This design comes from an exercise in tuning for small area, a short achievable clock period and few clock cycles on the open sky130 flow, not from production work.
RTL that was checked went through simulation tests only; none was proved equivalent to the original.
Power figures rest on the tool's default switching activity, not on a simulated workload.

Setup of run A:
Design mav_parser, start of the top module:
module mav_parser (
    input  wire        clk,
    input  wire        rst,           
    input  wire        in_we,
    input  wire [6:0]  in_waddr,
    input  wire [31:0] in_wdata,
    input  wire        cat_we,
    input  wire [2:0]  cat_waddr,
    input  wire [49:0] cat_wdata,
    input  wire        cmd_valid,
    input  wire        cmd_stream,    
    input  wire [15:0] cmd_n,
    output wire        busy,
    output reg         done,
    output reg  [7:0]  err,
    output wire [15:0] res_start,
    output wire [15:0] res_end,
    output wire [15:0] consumed,
    output wire [15:0] examined,
    output reg         frm_valid,
    output wire        frm_ver,
    output wire        frm_hassig,
    output wire [7:0]  frm_len,
    output wire [7:0]  frm_seq,
    output wire [7:0]  frm_sysid,
    output wire [7:0]  frm_compid,
    output wire [7:0]  frm_incompat,
    output wire [7:0]  frm_compat,
    output wire [23:0] frm_msgid,
    output wire [15:0] frm_cksum,
    input  wire [8:0]  rd_addr,
    output wire [7:0]  rd_data
);
    localparam IN_CAP = 320;
    localparam NCAT   = 8;
    localparam E_NONE      = 8'd0;
    localparam E_NOMARKER  = 8'd6;
    localparam E_SHORT     = 8'd7;
    localparam E_NOTFOUND  = 8'd9;
    localparam E_EXCLUDED  = 8'd10;
    localparam E_BADLEN    = 8'd11;
    localparam E_BADCRC    = 8'd13;
    localparam E_SIGLEN    = 8'd14;
    localparam E_NEEDMORE  = 8'd16;
  ...
Settings: LEC_CHECK=0, CAP_MARGIN=20, CELL_PAD_IN_SITES_DETAIL_PLACEMENT=2, CELL_PAD_IN_SITES_GLOBAL_PLACEMENT=2, CORE_MARGIN=2, CORE_UTILIZATION=55, PLACE_DENSITY=0.65, SETUP_SLACK_MARGIN=5, SLEW_MARGIN=20; clock period 14.0 ns.
run.sh (not shown) runs the stock make flow with config.mk's settings and CLKGATE_MAP_FILE= SYNTH_SCRIPT=/design/flow/synth_recipe.tcl, a recipe that flattens the netlist after the stock synthesis.
What ended run A was a tool error in detailed placement; the run never finished.
[inputs] run B vs run A
Settings: removing SETUP_SLACK_MARGIN (formerly 5); setting CTS_CLUSTER_DIAMETER to 60 for the first time; setting CTS_CLUSTER_SIZE to 30 for the first time; changing CORE_UTILIZATION from 55 to 40; changing CELL_PAD_IN_SITES_GLOBAL_PLACEMENT from 2 to 1; changing CELL_PAD_IN_SITES_DETAIL_PLACEMENT from 2 to 1; changing PLACE_DENSITY from 0.65 to 0.5.
[summary]
Every stage of the flow completed for run B, and the final layout passed the timing, design-rule and antenna checks. Diff run A -> run B: post-synthesis share of cell area spent on xor and xnor gates roughly the same, starting density of the core saw a decrease. Run B -> run A: post-synthesis instance area delta 0, exact match. Run B and run A ended up with roughly the same compound-cell area share of the yosys netlist. Run A → run B: weighted congestion reported at the end of routability-driven placement decreased 0.038; x dimension of the die increased 17%.
diff inputs: run B => run C
Settings: PLACE_DENSITY: 0.5 -> 0.55; SETUP_SLACK_MARGIN: unset -> 5; CORE_UTILIZATION: 40 -> 45; CTS_CLUSTER_SIZE: 30 -> unset; CTS_CLUSTER_DIAMETER: 60 -> unset.
Results
Compared with run B, run C shows worst hold slack higher by 0.0083 ns.
Est. power | run C vs run B | run C higher
The worst-case headroom to the max-slew limit of run C was inferior to that of run B.
rd_data[1] as the capturing instance or port of the critical path was reported by run C, and rd_data[0] by run B.
No functional check of the RTL was part of any run of this note.

* * *

Another version of the RTL of mav_parser (not shown whole).
For scale: roughly 300 I/O pins, roughly 0.14 mm2 of cells after synthesis.
==> flow/config.mk <==
export PLATFORM = sky130hd
export DESIGN_NAME = mav_parser
export DESIGN_NICKNAME = mav_parser
export VERILOG_FILES = /design/flow/design.v
export SDC_FILE = /design/flow/constraint.sdc
export NUM_CORES = 4
export LEC_CHECK = 0
export CAP_MARGIN = 20
export CELL_PAD_IN_SITES_DETAIL_PLACEMENT = 1
export CELL_PAD_IN_SITES_GLOBAL_PLACEMENT = 1
export CORE_MARGIN = 2
export CORE_UTILIZATION = 45
export PLACE_DENSITY = 0.55
export SETUP_SLACK_MARGIN = 5
export SLEW_MARGIN = 20
export SYNTH_HIERARCHICAL = 1
export SYNTH_MINIMUM_KEEP_SIZE = 0
==> flow/constraint.sdc <==
create_clock -name core_clock -period 14.0 [get_ports {clk}]
set_input_delay 2.8000 -clock core_clock [delete_from_list [all_inputs] [get_ports {clk}]]
set_output_delay 2.8000 -clock core_clock [all_outputs]
set_load 0.01 [all_outputs]
Testbench counts at the start, summed over its fixed seeds: cycles 121,130.
Edit:
CTS_BUF_LIST = sky130_fd_sc_hd__clkbuf_8   (was default)
TNS_END_PERCENT = 5   (was default)
What happened: Utilization decreases by 1.4 points. Via count increases by 0.47%. Power decreases by 5.4%. Global-route usage hardly moves. Maximum frequency decreases by 1.2%. Clock-buffer cell count increases by 140. Sequential cell count stays the same. Register-to-register slack gets better by 480 ps. Worst setup slack gets worse by 130 ps.

static timing again, ports no longer ideal:
How much do the figures lean on ideal ports? The routed layouts below were timed once more, with nothing changed but the port constraints.
Step 1, drivers: a clkbuf_16 drives clk and a buf_2 each remaining input, both assumed.
Step 2 times the ports against the registers' clock, not the clock port: input delays grow and output delays shrink by t, the midpoint of the rising clock arrivals with the driver on.
Three values: ideal, step 1, step 2; two values: the first two.
| run | shift t [ns] | slack for setup (ns) | worst slew at a driven data input, ns |
|---|---|---|---|
| run B | 1.036 | 0.758 / 0.645 / 0.296 | 0.17 |
| run C | 1.044 | 3.752 / 3.312 / 2.600 | 0.50 |
| the first run of note 2 | 1.034 | 3.247 / 3.057 / 2.300 | 0.23 |
| the second run of note 2 | 1.260 | 3.112 / 2.926 / 2.505 | 0.21 |
After both steps every run listed still meets setup and hold. The setup slack of run C, which loses most, moves by -0.440 ns with the drivers and by -1.152 ns with both steps.
